This design comes from an exercise in tuning for small area, a short achievable clock period and few clock cycles on the open sky130 flow, not from production work.
Only simulation tests tie the RTL to the original design; equivalence was not proved.
No activity file was given, so power comes from the tool's default toggle rates.

<file path="design.v">
module l3d_render (
    input  wire         clk,
    input  wire         rst,           
    input  wire         cmd_valid,
    output wire         cmd_ready,
    input  wire [127:0] cmd_data,
    output reg          rsp_valid,
    output reg  [31:0]  rsp_data,
    output reg          disp_valid,
    output reg  [23:0]  disp_data
);
    localparam [7:0] OP_SET    = 8'h20,
                     OP_GET    = 8'h21,
                     OP_FILL   = 8'h22,
                     OP_COMMIT = 8'h23,
                     OP_LINE   = 8'h30,
                     OP_SPHERE = 8'h31,
                     OP_SHELL  = 8'h32,
                     OP_CIRCLE = 8'h33,
                     OP_BKGD   = 8'h34;
    localparam [2:0] S_IDLE   = 3'd0,
                     S_COMMIT = 3'd1,
                     S_LSET   = 3'd2,
                     S_LSTEP  = 3'd3,
                     S_FAST   = 3'd4,
                     S_SLOW   = 3'd5;
    localparam [1:0] M_SPHERE = 2'd0, M_SHELL = 2'd1, M_CIRCLE = 2'd2;
    reg [127:0] cw;
    reg         cv;
    reg         rdy;
    reg [2:0]   state;
    reg [2:0]   state_n;
    assign cmd_ready = rdy;
    wire idle    = (state == S_IDLE);
    wire consume = cv & idle;
    always @(posedge clk) begin
        if (rdy) cw <= cmd_data;
        if (rst) begin
            cv  <= 1'b0;
            rdy <= 1'b1;
        end else begin
            cv  <= (cmd_valid & rdy) | (cv & ~consume);
            rdy <= ~((cmd_valid & rdy) | (cv & ~consume)) | (state_n == S_IDLE);
        end
    end
    wire [7:0]  opc = cw[127:120];
    wire [15:0] s0  = cw[119:104];
    wire [15:0] s1  = cw[103:88];
    wire [15:0] s2  = cw[87:72];
    wire [15:0] s3  = cw[71:56];
    wire [15:0] s4  = cw[55:40];
    wire [15:0] s5  = cw[39:24];
    wire [23:0] cc  = cw[23:0];
    reg legal;
    always @(*) begin
        case (opc)
            OP_SET:    legal = (cw[71:24] == 48'd0);
            OP_GET:    legal = (cw[71:0] == 72'd0);
            OP_FILL,
            OP_BKGD:   legal = (cw[119:24] == 96'd0);
            OP_COMMIT: legal = (cw[119:0] == 120'd0);
            OP_LINE:   legal = 1'b1;
            OP_SPHERE,
            OP_SHELL,
            OP_CIRCLE: legal = (cw[55:24] == 32'd0);
            default:   legal = 1'b0;
        endcase
    end
    wire is_set    = legal & (opc == OP_SET);
    wire is_get    = legal & (opc == OP_GET);
    wire is_fill   = legal & ((opc == OP_FILL) | (opc == OP_BKGD));
    wire is_commit = legal & (opc == OP_COMMIT);
    wire is_line   = legal & (opc == OP_LINE);
    wire is_round  = legal & ((opc == OP_SPHERE) | (opc == OP_SHELL) | (opc == OP_CIRCLE));
    wire [1:0] rmode = (opc == OP_SPHERE) ? M_SPHERE : (opc == OP_SHELL) ? M_SHELL : M_CIRCLE;
    wire r_small = (s3[15:5] == 11'd0);
    wire       c_in  = (s0[15:2] == 14'd0) & (s1[15:2] == 14'd0) & (s2[15:2] == 14'd0);
    wire [5:0] c_idx = {s2[1:0], s0[1:0], s1[1:0]};
    reg [23:0] grid [0:63];
    reg [63:0] wmask;
    reg [23:0] wcol;
    reg [63:0] wmask_n;
    reg [23:0] wcol_n;
    integer k;
    always @(posedge clk) begin
        for (k = 0; k < 64; k = k + 1)
            if (wmask[k]) grid[k] <= wcol;
    end
    reg  [5:0]  cidx;
    wire [5:0]  raddr = (state == S_COMMIT) ? cidx : c_idx;
    wire [23:0] rdata = wmask[raddr] ? wcol : grid[raddr];
    reg signed [15:0] lx, ly, lz;      
    reg [15:0]        la, lb, lc;      
    reg               xneg, yneg, zneg;
    reg               xmv, ymv, zmv;   
    reg [1:0]         axis;
    reg signed [18:0] e1, e2;
    reg [15:0]        lcnt;
    wire signed [16:0] ldx = $signed({s3[15], s3}) - $signed({s0[15], s0});
    wire signed [16:0] ldy = $signed({s4[15], s4}) - $signed({s1[15], s1});
    wire signed [16:0] ldz = $signed({s5[15], s5}) - $signed({s2[15], s2});
    wire [16:0] ladx = ldx[16] ? -ldx : ldx;
    wire [16:0] lady = ldy[16] ? -ldy : ldy;
    wire [16:0] ladz = ldz[16] ? -ldz : ldz;
    wire        p2_in  = (s3[15:2] == 14'd0) & (s4[15:2] == 14'd0) & (s5[15:2] == 14'd0);
    wire [5:0]  p2_idx = {s5[1:0], s3[1:0], s4[1:0]};
    wire ax_x = (la >= lb) & (la >= lc);
    wire ax_y = ~ax_x & (lb >= lc);
    wire [15:0] s_L  = ax_x ? la : ax_y ? lb : lc;
    wire [15:0] s_m1 = ax_x ? lb : ax_y ? la : lb;
    wire [15:0] s_m2 = ax_x ? lc : ax_y ? lc : la;
    function away;
        input signed [15:0] v;
        input neg, mv;
        away = (~v[15] & (v[15:2] != 14'd0) & (~neg | ~mv)) | (v[15] & (neg | ~mv));
    endfunction
    wire l_exit = away(lx, xneg, xmv) | away(ly, yneg, ymv) | away(lz, zneg, zmv);
    wire signed [18:0] lD  = {2'b00, la, 1'b0};
    wire signed [18:0] ld1 = {2'b00, lb, 1'b0};
    wire signed [18:0] ld2 = {2'b00, lc, 1'b0};
    wire signed [18:0] ld1D = ld1 - lD;
    wire signed [18:0] ld2D = ld2 - lD;
    wire i1a = ~e1[18] & (e1 != 19'd0);
    wire i2a = ~e2[18] & (e2 != 19'd0);
    wire signed [18:0] e1a = e1 + (i1a ? ld1D : ld1);
    wire signed [18:0] e2a = e2 + (i2a ? ld2D : ld2);
    wire i1b = ~e1a[18] & (e1a != 19'd0);
    wire i2b = ~e2a[18] & (e2a != 19'd0);
    wire signed [18:0] e1b = e1a + (i1b ? ld1D : ld1);
    wire signed [18:0] e2b = e2a + (i2b ? ld2D : ld2);
    function [15:0] stepv;
        input [15:0] v;
        input neg, en;
        stepv = en ? (neg ? v - 16'd1 : v + 16'd1) : v;
    endfunction
    wire ax0 = (axis == 2'd0), ax1 = (axis == 2'd1), ax2 = (axis == 2'd2);
    wire mxa = ax0 | (ax1 & i1a) | (ax2 & i2a);
    wire mya = ax1 | (ax0 & i1a) | (ax2 & i1a);
    wire mza = ax2 | (ax0 & i2a) | (ax1 & i2a);
    wire mxb = ax0 | (ax1 & i1b) | (ax2 & i2b);
    wire myb = ax1 | (ax0 & i1b) | (ax2 & i1b);
    wire mzb = ax2 | (ax0 & i2b) | (ax1 & i2b);
    wire [15:0] xa = stepv(lx, xneg, mxa);
    wire [15:0] ya = stepv(ly, yneg, mya);
    wire [15:0] za = stepv(lz, zneg, mza);
    wire [15:0] xb = stepv(xa, xneg, mxb);
    wire [15:0] yb = stepv(ya, yneg, myb);
    wire [15:0] zb = stepv(za, zneg, mzb);
    wire pa_in = (lx[15:2] == 14'd0) & (ly[15:2] == 14'd0) & (lz[15:2] == 14'd0);
    wire pb_in = (xa[15:2] == 14'd0) & (ya[15:2] == 14'd0) & (za[15:2] == 14'd0);
    wire [5:0] pa_idx = {lz[1:0], lx[1:0], ly[1:0]};
    wire [5:0] pb_idx = {za[1:0], xa[1:0], ya[1:0]};
    reg [5:0]  fp0, fp1, fp2, fp3;     
    reg [5:0]  fq0, fq1, fq2, fq3;     
    reg [9:0]  fT0, fT1, fT2, fT3;     
    reg [3:0]  fpend;                  
    reg [1:0]  fmode;
    reg [9:0]  fkc;                    
    reg        fpt;                    
    reg        shv;                    
    reg [1:0]  shy;
    reg [4:0]  shrho;
    function [5:0] dist6;              
        input [1:0] a;
        input [15:0] c;
        reg signed [16:0] d;
        reg [16:0] m;
        begin
            d = $signed({15'd0, a}) - $signed({c[15], c});
            m = d[16] ? -d : d;
            dist6 = (m[16:5] != 12'd0) ? 6'd32 : {1'b0, m[4:0]};
        end
    endfunction
    wire [4:0]  rr5  = s3[4:0];
    wire [9:0]  rsq  = rr5 * rr5;
    function [10:0] slice_t;           
        input [1:0] y;
        input [15:0] cy;
        input [4:0] r;
        input [9:0] r2;
        input circ;
        reg signed [16:0] t;
        reg [16:0] m;
        reg [9:0] t2;
        begin
            t = $signed({15'd0, y}) - $signed({cy[15], cy});
            m = t[16] ? -t : t;
            t2 = m[4:0] * m[4:0];
            if (circ)
                slice_t = {(t == 17'd0), 10'd0};
            else
                slice_t = {(m <= {12'd0, r}), r2 - t2};
        end
    endfunction
    wire [10:0] st0 = slice_t(2'd0, s1, rr5, rsq, opc == OP_CIRCLE);
    wire [10:0] st1 = slice_t(2'd1, s1, rr5, rsq, opc == OP_CIRCLE);
    wire [10:0] st2 = slice_t(2'd2, s1, rr5, rsq, opc == OP_CIRCLE);
    wire [10:0] st3 = slice_t(2'd3, s1, rr5, rsq, opc == OP_CIRCLE);
    wire [3:0]  spend = {st3[10], st2[10], st1[10], st0[10]};
    wire [1:0] fy = fpend[0] ? 2'd0 : fpend[1] ? 2'd1 : fpend[2] ? 2'd2 : 2'd3;
    wire [3:0] fpend_clr = fpend & ~(4'd1 << fy);
    wire [9:0] fTy = (fy == 2'd0) ? fT0 : (fy == 2'd1) ? fT1 : (fy == 2'd2) ? fT2 : fT3;
    function [4:0] isqrt10;
        input [9:0] v;
        reg [9:0] rem;
        reg [4:0] root;
        reg [9:0] trial;
        integer i;
        begin
            rem = v;
            root = 5'd0;
            for (i = 4; i >= 0; i = i - 1) begin
                trial = ({5'd0, root} << (i + 1)) + (10'd1 << (2 * i));
                if (rem >= trial) begin
                    rem = rem - trial;
                    root = root | (5'd1 << i);
                end
            end
            isqrt10 = root;
        end
    endfunction
    wire [4:0] sh_rho_n = isqrt10(fTy);
    wire       t_sh  = (fmode == M_SHELL);
    wire       t_v   = t_sh ? shv : 1'b1;
    wire [1:0] t_y   = t_sh ? shy : fy;
    wire [9:0] shk   = shrho * (shrho - 5'd1);
    wire [9:0] t_k   = (fmode == M_SPHERE) ? fTy : (fmode == M_CIRCLE) ? fkc : shk;
    wire       t_pt  = (fmode == M_SPHERE) ? 1'b0 : (fmode == M_CIRCLE) ? fpt : (shrho == 5'd0);
    function [10:0] sqA;               
        input [5:0] p;
        sqA = p[5] ? 11'd2047 : p[4:0] * p[4:0];
    endfunction
    function [10:0] sqB;               
        input [5:0] p;
        reg [4:0] q;
        begin
            q = p[4:0] - 5'd1;
            sqB = p[5] ? 11'd2047 : (p[4:0] == 5'd0) ? 11'd1 : q * q;
        end
    endfunction
    wire [5:0]  fpv [0:3];
    wire [5:0]  fqv [0:3];
    assign fpv[0] = fp0; assign fpv[1] = fp1; assign fpv[2] = fp2; assign fpv[3] = fp3;
    assign fqv[0] = fq0; assign fqv[1] = fq1; assign fqv[2] = fq2; assign fqv[3] = fq3;
    reg [15:0] hit16;                  
    integer ix, iz;
    reg signed [11:0] Uz, Vz, Ax, Bx;
    always @(*) begin
        hit16 = 16'd0;
        for (iz = 0; iz < 4; iz = iz + 1) begin
            Uz = $signed({2'b00, t_k}) - $signed({1'b0, sqA(fqv[iz])});
            Vz = $signed({2'b00, t_k}) - $signed({1'b0, sqB(fqv[iz])});
            for (ix = 0; ix < 4; ix = ix + 1) begin
                Ax = $signed({1'b0, sqA(fpv[ix])});
                Bx = $signed({1'b0, sqB(fpv[ix])});
                if (fmode == M_SPHERE)
                    hit16[4*iz+ix] = (Ax <= Uz);
                else if (t_pt)
                    hit16[4*iz+ix] = (fpv[ix] == 6'd0) & (fqv[iz] == 6'd0);
                else
                    hit16[4*iz+ix] = (Ax > Uz) &
                                     ((fpv[ix] >= fqv[iz]) ? (Bx <= Uz) : (Ax <= Vz));
            end
        end
    end
    reg [63:0] fmask;
    integer jx, jz;
    always @(*) begin
        fmask = 64'd0;
        for (jz = 0; jz < 4; jz = jz + 1)
            for (jx = 0; jx < 4; jx = jx + 1)
                fmask[16*jz + 4*jx + t_y] = hit16[4*jz+jx] & t_v;
    end
    localparam [3:0] W_SLICE = 4'd0,
                     W_SL2   = 4'd1,
                     W_SL3   = 4'd2,
                     W_SQRT  = 4'd3,
                     W_SLK   = 4'd4,
                     W_CELL  = 4'd5,
                     W_C2    = 4'd6,
                     W_C3    = 4'd7,
                     W_MAC   = 4'd8,
                     W_K2    = 4'd9;
    reg [3:0]         wst, wret;
    reg [1:0]         wy;
    reg [3:0]         wcell;           
    reg signed [35:0] acc;
    reg [31:0]        sh;
    reg [15:0]        mq;
    reg               mneg;
    reg signed [35:0] kw;
    reg               wpt;
    reg [3:0]         wcnt;
    wire signed [16:0] wt  = $signed({15'd0, wy}) - $signed({ly[15], ly});
    wire [16:0]        wtm = wt[16] ? -wt : wt;
    wire signed [16:0] wpd = $signed({15'd0, wcell[1:0]}) - $signed({lx[15], lx});
    wire signed [16:0] wqd = $signed({15'd0, wcell[3:2]}) - $signed({lz[15], lz});
    wire [16:0]        wp  = wpd[16] ? -wpd : wpd;
    wire [16:0]        wq  = wqd[16] ? -wqd : wqd;
    wire [16:0]        wM  = (wp >= wq) ? wp : wq;
    wire               wfar = (wp > {1'b0, la}) | (wq > {1'b0, la});
    wire [5:0]         widx = {wcell[3:2], wcell[1:0], wy};
    reg signed [35:0] adA, adB;
    reg               adSub;
    wire signed [35:0] acc_sum = adA + (adSub ? ~adB : adB) + {35'd0, adSub};
    wire [35:0]        sq_rem  = {acc[33:0], sh[31:30]};
    always @(*) begin
        adA = acc; adB = {4'd0, sh}; adSub = mneg;
        case (wst)
            W_SQRT: begin adA = sq_rem; adB = {18'd0, mq, 2'b01}; adSub = 1'b1; end
            W_SL2:  begin adA = acc; adB = {20'd0, la}; adSub = 1'b1; end
            W_SLK:  begin adA = 36'd0; adB = {20'd0, mq}; adSub = 1'b1; end
            W_CELL: begin adA = 36'd0; adB = kw; adSub = 1'b1; end
            W_C3:   begin adA = acc; adB = {18'd0, wM, 1'b0}; adSub = 1'b1; end
            default: ;
        endcase
    end
    reg        rsp_n;              
    reg [31:0] rspd_n;
    reg        w_done;             
    always @(*) begin
        state_n = state;
        case (state)
            S_IDLE: if (consume) begin
                if (is_commit) state_n = S_COMMIT;
                else if (is_line) state_n = S_LSET;
                else if (is_round) begin
                    if (~r_small) state_n = S_SLOW;
                    else if (spend != 4'd0) state_n = S_FAST;
                end
            end
            S_COMMIT: if (cidx == 6'd63) state_n = S_IDLE;
            S_LSET:   if ((s_L == 16'd0) | l_exit) state_n = S_IDLE; else state_n = S_LSTEP;
            S_LSTEP:  if (l_exit | (lcnt <= 16'd2)) state_n = S_IDLE;
            S_FAST:   if (t_sh ? (shv & (fpend == 4'd0)) : (fpend_clr == 4'd0)) state_n = S_IDLE;
            S_SLOW:   if (w_done) state_n = S_IDLE;
            default:  state_n = S_IDLE;
        endcase
    end
    always @(*) begin
        w_done = 1'b0;
        if (state == S_SLOW) begin
            if (wst == W_SLICE && wy == 2'd3 &&
                ((fmode == M_CIRCLE) ? (wt != 17'd0) : (wtm > {1'b0, la})))
                w_done = 1'b1;
            if ((wst == W_CELL && (wpt | wfar) || wst == W_C3) && wcell == 4'd15 && wy == 2'd3)
                w_done = 1'b1;
        end
    end
    always @(*) begin
        wmask_n = 64'd0;
        wcol_n  = wcol;
        case (state)
            S_IDLE: if (consume) begin
                wcol_n = cc;
                if (is_set & c_in) wmask_n = 64'd1 << c_idx;
                if (is_fill)       wmask_n = {64{1'b1}};
                if (is_line & p2_in) wmask_n = 64'd1 << p2_idx;
            end
            S_LSTEP: if (~l_exit) begin
                if (pa_in & (lcnt >= 16'd1)) wmask_n = wmask_n | (64'd1 << pa_idx);
                if (pb_in & (lcnt >= 16'd2)) wmask_n = wmask_n | (64'd1 << pb_idx);
            end
            S_FAST: wmask_n = fmask;
            S_SLOW: begin
                if (wst == W_CELL && wpt && ~wfar && wp == 17'd0 && wq == 17'd0)
                    wmask_n = 64'd1 << widx;
                if (wst == W_C3) begin
                    if (fmode == M_SPHERE) begin
                        if (acc[35] | (acc == 36'd0)) wmask_n = 64'd1 << widx;
                    end else begin
                        if (~acc[35] & (acc != 36'd0) & acc_sum[35]) wmask_n = 64'd1 << widx;
                    end
                end
            end
            default: ;
        endcase
    end
    always @(*) begin
        rsp_n  = 1'b0;
        rspd_n = 32'd0;
        case (state)
            S_IDLE: if (consume) begin
                if (~legal) begin rsp_n = 1'b1; rspd_n = 32'h03000000; end
                else if (is_get) begin
                    rsp_n = 1'b1;
                    rspd_n = c_in ? {8'h00, rdata} : 32'h01000000;
                end else if (is_set | is_fill) rsp_n = 1'b1;
                else if (is_round & r_small & (spend == 4'd0)) rsp_n = 1'b1;
            end
            S_COMMIT, S_LSET, S_LSTEP, S_FAST, S_SLOW:
                rsp_n = (state_n == S_IDLE);
            default: ;
        endcase
    end
    always @(posedge clk) begin
        wmask <= rst ? 64'd0 : wmask_n;
        wcol  <= wcol_n;
        if (rst) begin
            state      <= S_IDLE;
            rsp_valid  <= 1'b0;
            rsp_data   <= 32'd0;
            disp_valid <= 1'b0;
            disp_data  <= 24'd0;
        end else begin
            state      <= state_n;
            rsp_valid  <= rsp_n;
            if (rsp_n) rsp_data <= rspd_n;
            disp_valid <= 1'b0;
            if ((consume & is_commit) | (state == S_COMMIT)) begin
                disp_valid <= 1'b1;
                disp_data  <= rdata;
            end
        end
    end
    always @(posedge clk) begin
        case (state)
            S_IDLE: if (consume) begin
                cidx <= 6'd1;
                lx <= s0; ly <= s1; lz <= s2;
                la <= ladx[15:0]; lb <= lady[15:0]; lc <= ladz[15:0];
                xneg <= ldx[16]; yneg <= ldy[16]; zneg <= ldz[16];
                xmv <= (ldx != 17'd0); ymv <= (ldy != 17'd0); zmv <= (ldz != 17'd0);
                fmode <= rmode;
                if (is_round) begin
                    la <= s3;
                    fp0 <= dist6(2'd0, s0); fp1 <= dist6(2'd1, s0);
                    fp2 <= dist6(2'd2, s0); fp3 <= dist6(2'd3, s0);
                    fq0 <= dist6(2'd0, s2); fq1 <= dist6(2'd1, s2);
                    fq2 <= dist6(2'd2, s2); fq3 <= dist6(2'd3, s2);
                    fT0 <= st0[9:0]; fT1 <= st1[9:0]; fT2 <= st2[9:0]; fT3 <= st3[9:0];
                    fpend <= spend;
                    fkc <= rsq - {5'd0, rr5};
                    fpt <= (rr5 == 5'd0);
                    shv <= 1'b0;
                    wst <= W_SLICE;
                    wy  <= 2'd0;
                end
            end
            S_COMMIT: cidx <= cidx + 6'd1;
            S_LSET: begin
                axis <= ax_x ? 2'd0 : ax_y ? 2'd1 : 2'd2;
                la <= s_L; lb <= s_m1; lc <= s_m2;
                e1 <= $signed({2'b00, s_m1, 1'b0}) - $signed({3'b000, s_L});
                e2 <= $signed({2'b00, s_m2, 1'b0}) - $signed({3'b000, s_L});
                lcnt <= s_L;
            end
            S_LSTEP: begin
                lx <= xb; ly <= yb; lz <= zb;
                e1 <= e1b; e2 <= e2b;
                lcnt <= lcnt - 16'd2;
            end
            S_FAST: begin
                if (t_sh) begin
                    shv   <= (fpend != 4'd0);
                    shy   <= fy;
                    shrho <= sh_rho_n;
                    fpend <= fpend_clr;
                end else begin
                    fpend <= fpend_clr;
                end
            end
            S_SLOW: begin
                case (wst)
                    W_SLICE: begin
                        if ((fmode == M_CIRCLE) ? (wt != 17'd0) : (wtm > {1'b0, la})) begin
                            wy <= wy + 2'd1;
                        end else begin
                            acc <= 36'd0; sh <= {16'd0, la}; mq <= la; mneg <= 1'b0;
                            wst <= W_MAC; wret <= W_SL2;
                        end
                    end
                    W_SL2: begin
                        if (fmode == M_CIRCLE) begin
                            kw <= acc_sum; wpt <= 1'b0;
                            wcell <= 4'd0; wst <= W_CELL;
                        end else begin
                            sh <= {16'd0, wtm[15:0]}; mq <= wtm[15:0]; mneg <= 1'b1;
                            wst <= W_MAC; wret <= W_SL3;
                        end
                    end
                    W_SL3: begin
                        if (fmode == M_SPHERE) begin
                            kw <= acc; wpt <= 1'b0;
                            wcell <= 4'd0; wst <= W_CELL;
                        end else begin
                            sh <= acc[31:0]; acc <= 36'd0; mq <= 16'd0;
                            wcnt <= 4'd15; wst <= W_SQRT;
                        end
                    end
                    W_SQRT: begin
                        sh <= {sh[29:0], 2'b00};
                        if (~acc_sum[35]) begin
                            acc <= acc_sum; mq <= {mq[14:0], 1'b1};
                        end else begin
                            acc <= sq_rem; mq <= {mq[14:0], 1'b0};
                        end
                        wcnt <= wcnt - 4'd1;
                        if (wcnt == 4'd0) wst <= W_SLK;
                    end
                    W_SLK: begin
                        acc <= acc_sum; sh <= {16'd0, mq}; mneg <= 1'b0;
                        wpt <= (mq == 16'd0);
                        wst <= W_MAC; wret <= W_K2;
                    end
                    W_CELL: begin
                        if (wpt | wfar) begin
                            wcell <= wcell + 4'd1;
                            if (wcell == 4'd15) begin wy <= wy + 2'd1; wst <= W_SLICE; end
                        end else begin
                            acc <= acc_sum; sh <= {15'd0, wp}; mq <= wp[15:0]; mneg <= 1'b0;
                            wst <= W_MAC; wret <= W_C2;
                        end
                    end
                    W_C2: begin
                        sh <= {15'd0, wq}; mq <= wq[15:0]; mneg <= 1'b0;
                        wst <= W_MAC; wret <= W_C3;
                    end
                    W_K2: begin
                        kw <= acc; wcell <= 4'd0; wst <= W_CELL;
                    end
                    W_C3: begin
                        wcell <= wcell + 4'd1;
                        wst <= W_CELL;
                        if (wcell == 4'd15) begin wy <= wy + 2'd1; wst <= W_SLICE; end
                    end
                    W_MAC: begin
                        if (mq[0]) acc <= acc_sum;
                        sh <= {sh[30:0], 1'b0};
                        mq <= {1'b0, mq[15:1]};
                        if (mq[15:1] == 15'd0) wst <= wret;
                    end
                    default: wst <= W_SLICE;
                endcase
            end
            default: ;
        endcase
    end
endmodule
</file>
<file path="constraint.sdc">
create_clock -name core_clock -period 16.0 [get_ports {clk}]
set_input_delay 3.2000 -clock core_clock [delete_from_list [all_inputs] [get_ports {clk}]]
set_output_delay 3.2000 -clock core_clock [all_outputs]
set_load 0.01 [all_outputs]
</file>
<file path="run.sh">
#!/bin/bash
# synth_recipe.tcl (not shown) runs the flow's synth.tcl, then flattens the netlist and writes it again
# the make line also repeats each setting of config.mk as NAME=value (left out here)
make -C /OpenROAD-flow-scripts/flow DESIGN_CONFIG=/design/flow/config.mk WORK_HOME=/design/flow/orfs CLKGATE_MAP_FILE= SYNTH_SCRIPT=/design/flow/synth_recipe.tcl finish
</file>
<file path="config.mk">
export PLATFORM = sky130hd
export DESIGN_NAME = l3d_render
export DESIGN_NICKNAME = l3d_render
export VERILOG_FILES = /design/flow/design.v
export SDC_FILE = /design/flow/constraint.sdc
export NUM_CORES = 4
export LEC_CHECK = 0
export CAP_MARGIN = 20
export CORE_MARGIN = 2
export CORE_UTILIZATION = 40
export SLEW_MARGIN = 20
</file>
==> summary.txt <==
==> routing by layer <==
metal | GRT usage, % | share of wire, % | vias to the layer above
li1 | - | - | 54800
met1 | 41.8 | 38 | 60600
met2 | 49.5 | 43 | 7877
met3 | 7.74 | 12 | 1926
met4 | 20.8 | 7.8 | 14
met5 | 0 | 0.022 | -
==> state kept, by name, summed over array words and instances (netlist names), 10 cells and up <==
register,cells
acc,36
cw,128
disp_data,24
e1,18
e2,18
fT2,10
fT3,10
grid,1536
kw,36
la,16
lb,16
lc,16
lcnt,16
lx,16
ly,16
lz,16
mq,16
rsp_data,26
sh,32
wcol,24
wmask,64
==> cell type report <==
type,count,area [um^2],share of cell area [%]
sequential,2219,65600,39.7
antenna,18,45.0,0.0273
clock buffer,277,6080,3.68
clock inverter,154,1750,1.06
inverter,679,2550,1.55
multi-input combinational,10900,78400,47.5
timing repair buffer,568,4710,2.85
tap,4837,6050,3.66
==> critical path, delay by kind of cell (launching register included) <==
kind	cells	cell delay [ps]
AO/OA/AOI/OAI	17	4000
buffers and inverters	2	310
multiplexers	1	870
flip-flops	1	590
AND/OR/NAND/NOR	7	1910
XOR/XNOR	2	930
adder cells (fa/ha/maj)	4	1450
==> per-stage QoR <==
stage	total power [mW]	area, um^2
global placement	10.7	157000
floorplan	9.55	148000
global route	17.0	165000
CTS	16.3	165000
detailed placement	10.7	157000
finish	16.4	165000
==> synthesized netlist by cell type (58+ instances only) <==
master / count / share of area (%)
o211ai_1: 88 / 0.45
o22ai_1: 79 / 0.33
o31ai_1: 60 / 0.30
a21oi_1: 840 / 2.8
nand2b_1: 202 / 0.85
nand4_1: 327 / 1.4
nand2_1: 997 / 2.5
o21ai_0: 743 / 2.5
a21o_1: 434 / 2.2
a22o_1: 75 / 0.44
dfxtp_1: 121 / 1.6
or3_1: 91 / 0.39
inv_1: 653 / 1.7
nor2_1: 1104 / 2.8
and3_1: 69 / 0.29
nor2b_1: 217 / 0.92
a31oi_1: 131 / 0.55
o21a_1: 124 / 0.63
ha_1: 1430 / 12
a221oi_1: 58 / 0.34
edfxtp_1: 2098 / 43
o21bai_1: 97 / 0.49
mux2i_1: 118 / 0.80
clkbuf_1: 516 / 1.3
a22oi_1: 742 / 3.8
nor3_1: 321 / 1.1
xor2_1: 246 / 1.5
nand3_1: 288 / 0.98
and2_1: 100 / 0.42
a211oi_1: 115 / 0.58
or2_2: 72 / 0.30
fa_1: 131 / 1.8
xnor2_1: 631 / 3.7
nor4_1: 143 / 0.61
==> layout by cell type (no fill, tap or decap), types with 75 or more instances in the layout <==
cell	Yosys	final
mux2i_1	118	115
fa_1	131	131
or3_1	91	91
inv_1	653	651
clkdlybuf4s50_1	0	182
a211oi_1	115	114
nand4_1	327	327
buf_4	7	383
ha_1	1430	1430
edfxtp_1	2098	2098
a21o_1	434	434
and2_1	100	100
nor4_1	143	140
a31oi_1	131	126
a22oi_1	742	742
xor2_1	246	246
a22o_1	75	75
nor2b_1	217	215
clkbuf_16	0	237
xnor2_1	631	631
o21ai_0	743	728
o211ai_1	88	88
o21bai_1	97	95
nand3_1	288	288
nand2_1	997	993
nor2_1	1104	1033
nand2b_1	202	201
o22ai_1	79	79
nor3_1	321	318
a21oi_1	840	838
o21a_1	124	124
==> where the power goes <==
| part | leakage (nW) | total, mW | switching [mW] | internal (mW) |
|---|---|---|---|---|
| Clock | 3.80 | 5.70 | 2.48 | 3.22 |
| Combinational | 37.9 | 4.13 | 2.50 | 1.63 |
| Sequential | 20.0 | 6.56 | 0.0848 | 6.47 |
==> worst paths after layout <==
check / end / slack [ps] / cells after the start
setup reg to reg: wmask[10] / 5770 / 33
hold / removal: wcol[16] / 460 / 0
setup / recovery: wmask[10] / 5770 / 33
hold reg to reg: wcol[16] / 460 / 0
==> cells by family after synthesis <==
logic type               after synthesis  synth area share, %
adder cells (fa/ha/maj)             1563                 13.9
other                                  2              0.00508
multiplexers                         159                 1.11
XOR/XNOR                             878                 5.21
flip-flops                          2219                 44.3
AO/OA/AOI/OAI                       4123                 18.7
buffers and inverters               1268                 3.27
AND/OR/NAND/NOR                     4109                 13.6
==> metrics.md <==
| Metric | Value |
|---|---|
| Max Slew Vio Count | 0 |
| Largest net degree at the start of global routing | 74 |
| Detailed Place HPWL | 424000 um |
| Power Density | 99.3 nW/um^2 |
| HP Start | cw[16] |
| Nets@finish | 16200 |
| DR iter-0 viols | 18200 |
| Sequential share of the synthesized area | 44.3% |
| 1st-pass router iterations | 10 |
| Unrepaired setup endpoints after global routing | no |
| Hold_buf cts | 0 |
| Max Root-Sink Buffers | 4 |
| Max Cap Viol | 0 |
| Vias in the first global route | 116000 |
| Hold Crit Class | reg -> reg |
| # Post-CTS Setup Buffers | 0 |
| Mean Syn Cell Area | 10.3 um^2 |
| Routed Antenna Nets | 0 |
| Critical path peak fanout | 28 |
| CP dominant cell by count | a21oi_1 |
| Post-Place Setup Slack | 6080 ps |
| Via density | 6.39 |
| TNS Setup | 0 ps |
| Synth cell types | 99 |
| Crit path DAT | 11030 ps |
| Final clock period utilization by the worst path | 63.9% |
| Synth-to-layout area growth | 11.7% |
| Initial antenna violation count | 33 |
| Slowest-stage cell, CP | mux2i_1 |
| Num CTS Buffers | 236 |
| Util after Layout | 44.8% |
| Die height | 612 um |
| PostCTS Resize Cnt | 0 |
| Top_reg_cell synth | edfxtp_1 |
| First-pass GRT wire length | 877000 um |
| Total gr overflow | 0 |
| Setup violators final | 0 |
| IO Count | 190 |
| # fillers | 34600 |
| Placer congestion estimate | 1.02 |
| Final hold vios | 0 |
| Worst r2r src | lx[0] |
| Synth Register Bits | 2219 |
| Worst Skew | 145 ps |
| Crit Path Class | reg -> reg |
| Cell count after synthesis | 14300 |
| Die X | 612 um |
| Max incr delay on CP | 870 ps |
| Final critical-path required period | 10230 ps |
| Critical path origin | lx[0] |
| Placeable Area | 368000 um^2 |
| CP required | 16800 ps |
| DRC | 0 |
| Drt wl/cell | 32.2 um |
| Die area | 374000 um^2 |
| Worst skew pair latency | 1070 ps |
| Critical Path Sink Type | flip-flop |
| Cell Rows | 223 |
| Clock Sinks | 2219 |
| CTS clock-pin slew for the worst setup and hold paths | 60 ps |
| Fmax achieved | 97.8 MHz |
| Root Buffer | clkbuf_16 |
| CTS tree | built |
| Slew @ Worst Pin | 1280 ps |
| Leak | 61.7 nW |
| Post-Route WL | 632000 um |
| Mapped cell area | 148000 um^2 |
| Port Buf Inserts | 183 |
| YS warnings | 2 |
| Total GRT Usage | 32.7% |
| Status | finished clean |
| Number of synthesized flops with an enable pin | 2098 |
| Vias | 125000 |
| Critical path startpoint category | flip-flop |
| Ys async rst share | 0% |
| Final worst slack | 5770 ps |
| Starting density of the core | 40.1% |
| Fraction of layout instances using a drive strength above 1 | 7.38% |
| Slew HR | 14.3% |
| H-tree Lvls | 4 |
| Worst hold slack | 455 ps |
| Inst Count DP | 19200 |
| Post-Layout Cell Count | 19600 |
| Maximum VDD drop | 0.122 mV |
Testbench counts, summed over its fixed seeds: cycles 19,078.

==> static timing again, ports no longer ideal <==
In the flow no input, the clock included, has a driving cell. The finished layout below was timed again as built, in two steps.
Step 1 (the two cells are an assumption about what drives the block):
set clk [get_ports {clk}]
set_driving_cell -lib_cell sky130_fd_sc_hd__clkbuf_16 $clk
set_driving_cell -lib_cell sky130_fd_sc_hd__buf_2 [delete_from_list [all_inputs] $clk]
Step 2 moves the port delays by t, midway between the first and last clock arrival at a register: inputs arrive t later, outputs are due t later. That takes back most of the time a late clock gives input paths.
a / b / c = ideal ports / drivers / drivers and shift; a / b = the first two.
t (ns): 1.099
setup WS [ns]: 5.772 / 5.772 / 5.772
worst setup path at the end: register to register
latest minus earliest clock arrival (ns): 0.175 / 0.175
After both steps setup and hold are still met in this run. For this run, drivers alone change the setup slack by 0.000 ns; drivers and shift together by 0.000 ns.
